This is an optimization exercise on Yosys and OpenROAD, whose aim is small area, a short achievable clock period and few clock cycles, not a production implementation.
RTL that was checked went through simulation tests only; none was proved equivalent to the original.

Design serper_unit, start of the top module:
module serper_unit (
    input  wire        clk,
    input  wire        rst,
    input  wire        in_valid,
    output wire        in_ready,
    input  wire [15:0] in_w,
    input  wire        in_draining,
    input  wire        in_ce,
    input  wire        in_brk,
    input  wire        in_nine,
    input  wire [15:0] in_bit_time,
    input  wire [18:0] in_frame,
    input  wire [31:0] in_now,
    input  wire [31:0] in_done_at,
    input  wire [18:0] in_frozen_rem,
    input  wire [18:0] in_accum,
    output wire        out_valid,
    output wire        out_noop,
    output wire [19:0] out_baud,
    output wire [18:0] out_tx_period,
    output wire [16:0] out_rx_period,
    output wire        out_resc,
    output wire        out_sched,
    output wire [15:0] out_bit_time,
    output wire [18:0] out_frame,
    output wire [31:0] out_time
);
    localparam [1:0] S_IDLE = 2'd0, S_MUL = 2'd1, S_DIV = 2'd2;
    reg  [1:0]  st;          
    reg         erun;        
    reg  [2:0]  cnt;         
    reg         mcnt;        
    reg         pb;          
    reg  [15:0] pn;          
    reg         period_set;
    reg         vld_q, noop_q, resc_q, nine_q, ce_q, brk_q, qv_q;
    reg  [31:0] now_q;
    reg  [15:0] dvs;
    reg  [16:0] dvs3;        
    reg  [18:0] aq;
    reg  [35:0] xm, xd;
    wire [15:0] m1_in = {1'b0, in_w[14:0]} + 16'd1;
    wire noop = period_set && (in_w[15] == pb) && (m1_in == pn);
    wire resc = !noop && in_draining && (m1_in != in_bit_time);
    wire [32:0] dd    = {1'b0, in_done_at} - {1'b0, in_now};
    wire [18:0] rem_c = dd[32] ? 19'd0 : dd[18:0];
    wire [18:0] mn_a  = (in_accum < in_frame) ? in_accum : in_frame;
    wire [18:0] opa   = in_ce ? (in_brk ? in_frozen_rem : rem_c) : mn_a;
    assign in_ready = (st == S_IDLE);
    wire acc   = in_valid && in_ready;
    wire a_zero = in_ce ? (in_brk ? (in_frozen_rem == 19'd0)
                                  : (dd[32] || in_done_at[18:0] == in_now[18:0]))
                        : (in_accum == 19'd0 || in_frame == 19'd0);
    wire start = resc && !a_zero;
    wire [15:0] hinit = in_ce ? in_bit_time - 16'd1 : 16'd0;
    wire [15:0] m1 = pn;
    reg [17:0] rate;
    always @(*) begin
        if      (m1 > 16'd31113) rate = 18'd110;
        else if (m1 > 16'd11441) rate = 18'd300;
        else if (m1 > 16'd5730)  rate = 18'd600;
  ...
clock: 12.0 ns
lec_check: 0
cap_margin: 20
core_margin: 2
core_utilization: 40
setup_slack_margin: 5
slew_margin: 20
standard.sh (not shown) runs the stock make flow with config.mk's settings and CLKGATE_MAP_FILE= SYNTH_SCRIPT=/design/flow/synth_recipe.tcl, a recipe that flattens the netlist after the stock synthesis.
==> flow/flow/run.sh <==
#!/bin/bash
# The standard layout, with the port buffers made of the smallest buffer cell
# (buffer_ports otherwise picks sky130_fd_sc_hd__clkdlybuf4s50_1).
set -euo pipefail
export BUFFER_PORTS_ARGS="-buffer_cell sky130_fd_sc_hd__buf_1"
bash standard.sh > standard_make.log 2>&1
Change:
--- a/flow/design.v
+++ b/flow/design.v
@@ -199,16 +199,16 @@
             xm   <= xm_load;
             aq   <= opa;
             mcnt <= 1'b0;
         end else begin
             xm   <= x_mul;
             mcnt <= 1'b1;
         end
-        if (st == S_DIV) begin
+        if (go_div) begin
+            xd  <= x_mul;
+            cnt <= 3'd0;
+        end else begin
             xd  <= x_div;
             cnt <= cnt + 3'd1;
-        end else begin
-            xd  <= x_mul;
-            cnt <= 3'd0;
         end
     end
 endmodule
What happened: Synthesized cell count decreases by 0.38%; core utilization decreases by 0.43 points; routed wire length hardly moves; global-route usage increases by 0.23 points; non-clock buffer count decreases by 19.
Testbench counts after the change, summed over its fixed seeds: cycles 7,230.
Function not checked in the first run of this note: the RTL went through the layout flow alone.

== run M ==
The RTL this note starts from:
==> flow/design.v <==
module serper_unit (
    input  wire        clk,
    input  wire        rst,
    input  wire        in_valid,
    output wire        in_ready,
    input  wire [15:0] in_w,
    input  wire        in_draining,
    input  wire        in_ce,
    input  wire        in_brk,
    input  wire        in_nine,
    input  wire [15:0] in_bit_time,
    input  wire [18:0] in_frame,
    input  wire [31:0] in_now,
    input  wire [31:0] in_done_at,
    input  wire [18:0] in_frozen_rem,
    input  wire [18:0] in_accum,
    output wire        out_valid,
    output wire        out_noop,
    output wire [19:0] out_baud,
    output wire [18:0] out_tx_period,
    output wire [16:0] out_rx_period,
    output wire        out_resc,
    output wire        out_sched,
    output wire [15:0] out_bit_time,
    output wire [18:0] out_frame,
    output wire [31:0] out_time
);
    localparam [1:0] S_IDLE = 2'd0, S_MUL = 2'd1, S_DIV = 2'd2;
    reg  [1:0]  st;
    reg  [2:0]  cnt;
    reg  [15:0] period;
    reg         period_set;
    reg         vld_q, noop_q, resc_q, nine_q, ce_q, brk_q, qv_q;
    reg  [31:0] now_q;
    reg  [15:0] dvs;
    reg  [16:0] dvs3;        
    reg  [18:0] aq;
    reg  [35:0] x;
    wire [15:0] m1_in = {1'b0, in_w[14:0]} + 16'd1;
    wire noop = period_set && (in_w == period);
    wire resc = !noop && in_draining && (m1_in != in_bit_time);
    wire [32:0] dd    = {1'b0, in_done_at} - {1'b0, in_now};
    wire [18:0] rem_c = dd[32] ? 19'd0 : dd[18:0];
    wire [18:0] mn_a  = (in_accum < in_frame) ? in_accum : in_frame;
    wire [18:0] opa   = in_ce ? (in_brk ? in_frozen_rem : rem_c) : mn_a;
    assign in_ready = (st == S_IDLE);
    wire acc   = in_valid && in_ready;
    wire start = resc;
    wire [14:0] m  = period[14:0];
    wire [15:0] m1 = {1'b0, m} + 16'd1;
    reg [17:0] rate;
    always @(*) begin
        if      (m > 15'd31112) rate = 18'd110;
        else if (m > 15'd11440) rate = 18'd300;
        else if (m > 15'd5729)  rate = 18'd600;
        else if (m > 15'd2864)  rate = 18'd1200;
        else if (m > 15'd1432)  rate = 18'd2400;
        else if (m > 15'd715)   rate = 18'd4800;
        else if (m > 15'd357)   rate = 18'd9600;
        else if (m > 15'd237)   rate = 18'd14400;
        else if (m > 15'd178)   rate = 18'd19200;
        else if (m > 15'd108)   rate = 18'd31400;
        else if (m > 15'd88)    rate = 18'd38400;
        else if (m > 15'd58)    rate = 18'd57600;
        else if (m > 15'd28)    rate = 18'd115200;
        else if (m > 15'd25)    rate = 18'd128000;
        else if (m > 15'd12)    rate = 18'd256000;
        else                    rate = 18'd110;
    end
    assign out_baud = period[15] ? {1'b0, rate, 1'b0} : {2'b00, rate};
    wire [18:0] m8m2 = {1'b0, m, 3'b000} + {3'b000, m, 1'b0};
    assign out_tx_period = m8m2 + {4'd0, period[15] ? m : 15'd0}
                         + (period[15] ? 19'd11 : 19'd10);
    assign out_frame     = m8m2 + {4'd0, nine_q ? m : 15'd0}
                         + (nine_q ? 19'd11 : 19'd10);
    wire rx_big = period[15] ? (m >= 15'd82) : (m >= 15'd90);
    assign out_rx_period = rx_big ? out_tx_period[18:2] : 17'd227;
    assign out_bit_time  = m1;
    assign out_valid = vld_q;
    assign out_noop  = noop_q;
    assign out_resc  = resc_q;
    assign out_sched = resc_q && ce_q && !brk_q;
    wire        cin  = qv_q && ce_q && (x[35:20] != 16'd0);
    wire [31:0] tadd = (ce_q && !brk_q) ? now_q : 32'd0;
    assign out_time  = tadd + {12'd0, qv_q ? x[19:0] : 20'd0} + {31'd0, cin};
    function [2:0] ncyc(input [15:0] n);
        ncyc = (n[15:12] != 4'd0) ? 3'd4 :
               (n[11:8]  != 4'd0) ? 3'd3 :
               (n[7:4]   != 4'd0) ? 3'd2 : 3'd1;
    endfunction
    wire [2:0] nc    = ncyc(m1);
    wire [39:0] msum  = {4'd0, x}
                      + {5'd0, aq & {19{x[0]}}, 16'd0}
                      + {4'd0, aq & {19{x[1]}}, 17'd0}
                      + {3'd0, aq & {19{x[2]}}, 18'd0}
                      + {2'd0, aq & {19{x[3]}}, 19'd0};
    wire [35:0] x_mul = msum[39:4];
    reg  [35:0] x_div;
    reg  [17:0] t, t1, t2, t3;
    reg  [1:0]  qd;
    integer i;
    always @(*) begin
        x_div = x;
        for (i = 0; i < 2; i = i + 1) begin
            t  = x_div[35:18];
            t1 = t - {2'b00, dvs};
            t2 = t - {1'b0, dvs, 1'b0};
            t3 = t - {1'b0, dvs3};
            qd = !t3[17] ? 2'd3 : !t2[17] ? 2'd2 : !t1[17] ? 2'd1 : 2'd0;
            case (qd)
                2'd3:    x_div = {t3[15:0], x_div[17:0], qd};
                2'd2:    x_div = {t2[15:0], x_div[17:0], qd};
                2'd1:    x_div = {t1[15:0], x_div[17:0], qd};
                default: x_div = {t[15:0],  x_div[17:0], qd};
            endcase
        end
    end
    always @(posedge clk) begin
        if (rst) begin
            st         <= S_IDLE;
            period     <= 16'h0000;
            period_set <= 1'b0;
            vld_q      <= 1'b0;
        end else begin
            vld_q <= 1'b0;
            case (st)
                S_IDLE: begin
                    noop_q <= noop;
                    resc_q <= resc;
                    nine_q <= in_nine;
                    ce_q   <= in_ce;
                    brk_q  <= in_brk;
                    now_q  <= in_now;
                    dvs    <= in_bit_time;
                    dvs3   <= {1'b0, in_bit_time} + {in_bit_time, 1'b0};
                    aq     <= opa;
                    qv_q   <= start;
                    x      <= {20'd0, m1_in};
                    cnt    <= 3'd0;
                    if (acc) begin
                        if (!noop) begin
                            period     <= in_w;
                            period_set <= 1'b1;
                        end
                        if (start)
                            st    <= S_MUL;
                        else
                            vld_q <= 1'b1;
                    end
                end
                S_MUL: begin
                    x   <= x_mul;
                    cnt <= cnt + 3'd1;
                    if (aq == 19'd0) begin
                        qv_q  <= 1'b0;
                        vld_q <= 1'b1;
                        st    <= S_IDLE;
                    end else if (cnt + 3'd1 == nc) begin
                        cnt <= 3'd0;
                        st  <= S_DIV;
                    end
                end
                default: begin
                    x   <= x_div;
                    cnt <= cnt + 3'd1;
                    if (cnt == nc) begin
                        vld_q <= 1'b1;
                        st    <= S_IDLE;
                    end
                end
            endcase
        end
    end
endmodule
make LEC_CHECK=0 CAP_MARGIN=20 CORE_MARGIN=2 CORE_UTILIZATION=40 SETUP_SLACK_MARGIN=4.5 SLEW_MARGIN=20 finish   # period 12.0 ns
run.sh (not shown) runs the stock make flow with config.mk's settings and CLKGATE_MAP_FILE= SYNTH_SCRIPT=/design/flow/synth_recipe.tcl, a recipe that flattens the netlist after the stock synthesis.
Stock flow here: none of the scripts above is used.
Testbench counts of run M, summed over its fixed seeds: cycles 9,610.
The inputs of run X differ from those of run M as listed below.
diff --git a/flow/design.v b/flow/design.v
--- a/flow/design.v
+++ b/flow/design.v
@@ -24,13 +24,13 @@
     output wire [15:0] out_bit_time,
     output wire [18:0] out_frame,
     output wire [31:0] out_time
 );
     localparam [1:0] S_IDLE = 2'd0, S_MUL = 2'd1, S_DIV = 2'd2;
     reg  [1:0]  st;
-    reg  [2:0]  cnt;
+    reg  [3:0]  cnt;
     reg  [15:0] period;
     reg         period_set;
     reg         vld_q, noop_q, resc_q, nine_q, ce_q, brk_q, qv_q;
     reg  [31:0] now_q;
     reg  [15:0] dvs;
     reg  [16:0] dvs3;        
@@ -43,12 +43,13 @@
     wire [18:0] rem_c = dd[32] ? 19'd0 : dd[18:0];
     wire [18:0] mn_a  = (in_accum < in_frame) ? in_accum : in_frame;
     wire [18:0] opa   = in_ce ? (in_brk ? in_frozen_rem : rem_c) : mn_a;
     assign in_ready = (st == S_IDLE);
     wire acc   = in_valid && in_ready;
     wire start = resc;
+    wire [15:0] hinit = in_ce ? in_bit_time - 16'd1 : 16'd0;
     wire [14:0] m  = period[14:0];
     wire [15:0] m1 = {1'b0, m} + 16'd1;
     reg [17:0] rate;
     always @(*) begin
         if      (m > 15'd31112) rate = 18'd110;
         else if (m > 15'd11440) rate = 18'd300;
@@ -77,21 +78,21 @@
     assign out_rx_period = rx_big ? out_tx_period[18:2] : 17'd227;
     assign out_bit_time  = m1;
     assign out_valid = vld_q;
     assign out_noop  = noop_q;
     assign out_resc  = resc_q;
     assign out_sched = resc_q && ce_q && !brk_q;
-    wire        cin  = qv_q && ce_q && (x[35:20] != 16'd0);
     wire [31:0] tadd = (ce_q && !brk_q) ? now_q : 32'd0;
-    assign out_time  = tadd + {12'd0, qv_q ? x[19:0] : 20'd0} + {31'd0, cin};
-    function [2:0] ncyc(input [15:0] n);
-        ncyc = (n[15:12] != 4'd0) ? 3'd4 :
-               (n[11:8]  != 4'd0) ? 3'd3 :
-               (n[7:4]   != 4'd0) ? 3'd2 : 3'd1;
+    assign out_time  = tadd + {12'd0, qv_q ? x[19:0] : 20'd0};
+    function [3:0] ncyc(input [15:0] n);
+        ncyc = (n[15:12] != 4'd0) ? 4'd4 :
+               (n[15:8] != 8'd0) ? 4'd3 :
+               (n[15:4] != 12'd0) ? 4'd2 : 4'd1;
     endfunction
-    wire [2:0] nc    = ncyc(m1);
+    wire [3:0] nc    = ncyc(m1);
+    wire [3:0] dlast = (nc * 4 + 4) / 4 - 1;
     wire [39:0] msum  = {4'd0, x}
                       + {5'd0, aq & {19{x[0]}}, 16'd0}
                       + {4'd0, aq & {19{x[1]}}, 17'd0}
                       + {3'd0, aq & {19{x[2]}}, 18'd0}
                       + {2'd0, aq & {19{x[3]}}, 19'd0};
     wire [35:0] x_mul = msum[39:4];
@@ -132,14 +133,14 @@
                     brk_q  <= in_brk;
                     now_q  <= in_now;
                     dvs    <= in_bit_time;
                     dvs3   <= {1'b0, in_bit_time} + {in_bit_time, 1'b0};
                     aq     <= opa;
                     qv_q   <= start;
-                    x      <= {20'd0, m1_in};
-                    cnt    <= 3'd0;
+                    x      <= ({36'd0, hinit} << 16) | {4'd0, 16'd0, m1_in};
+                    cnt    <= 4'd0;
                     if (acc) begin
                         if (!noop) begin
                             period     <= in_w;
                             period_set <= 1'b1;
                         end
                         if (start)
@@ -147,26 +148,26 @@
                         else
                             vld_q <= 1'b1;
                     end
                 end
                 S_MUL: begin
                     x   <= x_mul;
-                    cnt <= cnt + 3'd1;
+                    cnt <= cnt + 4'd1;
                     if (aq == 19'd0) begin
                         qv_q  <= 1'b0;
                         vld_q <= 1'b1;
                         st    <= S_IDLE;
-                    end else if (cnt + 3'd1 == nc) begin
-                        cnt <= 3'd0;
+                    end else if (cnt + 4'd1 == nc) begin
+                        cnt <= 4'd0;
                         st  <= S_DIV;
                     end
                 end
                 default: begin
                     x   <= x_div;
-                    cnt <= cnt + 3'd1;
-                    if (cnt == nc) begin
+                    cnt <= cnt + 4'd1;
+                    if (cnt == dlast) begin
                         vld_q <= 1'b1;
                         st    <= S_IDLE;
                     end
                 end
             endcase
         end
## What came out
The final layout from run X, which completed every stage, passed the timing, DRC and antenna checks at the end of the flow.
Run X — sequential cell count 1 higher, run M as reference
Delta (run X minus run M): minimum hold slack dropped 0.0091 ns, final area climbed about 0.7%.
Run X — worst reg-to-reg path cell count 1 higher, run M as reference
Sort run M and run X by via count normalized by instance count desc -> top: run X
Going from run M to run X, post-detailed-route wirelength per cell grows by 5.6%.
Diff run M -> run X: final non-filler cell total about even; fmax about even; summed instance area of the synthesized netlist rose 2.8%.
For run X, only the layout was checked, not whether the RTL still works.

afterwards: timing with drivers on the ports:
No port has a modelled driver above. Below, the same layouts with a new extraction and two added sets of constraints. Step 1 assumes that a clkbuf_16 drives the clock port and a buf_2 every other input. Step 2 moves the port delays by t, midway between the first and last clock arrival at a register: inputs arrive t later, outputs are due t later. That takes back most of the time a late clock gives input paths. Three values: ideal, step 1, step 2; two values: the first two.
| run | shift t [ns] | setup WS [ns] | hold WS [ns] | worst setup path after step 2 | latest minus earliest clock arrival (ns) |
|---|---|---|---|---|---|
| the first run of note 1 | 0.565 | 5.260 / 5.196 / 5.005 | 0.439 / 0.439 / 0.439 | input to register | 0.027 / 0.027 |
| the second run of note 1 | 0.559 | 5.202 / 5.136 / 4.914 | 0.438 / 0.438 / 0.438 | input to register | 0.015 / 0.014 |
| run M | 0.512 | 4.767 / 4.713 / 4.847 | 0.492 / 0.492 / 0.492 | register to register | 0.014 / 0.014 |
| run X | 0.514 | 4.768 / 4.716 / 4.887 | 0.483 / 0.483 / 0.483 | register to register | 0.017 / 0.017 |
After both steps setup and hold are still met in every run listed. The setup slack of the second run of note 1, which loses most, moves by -0.066 ns with the drivers and by -0.288 ns with both steps.
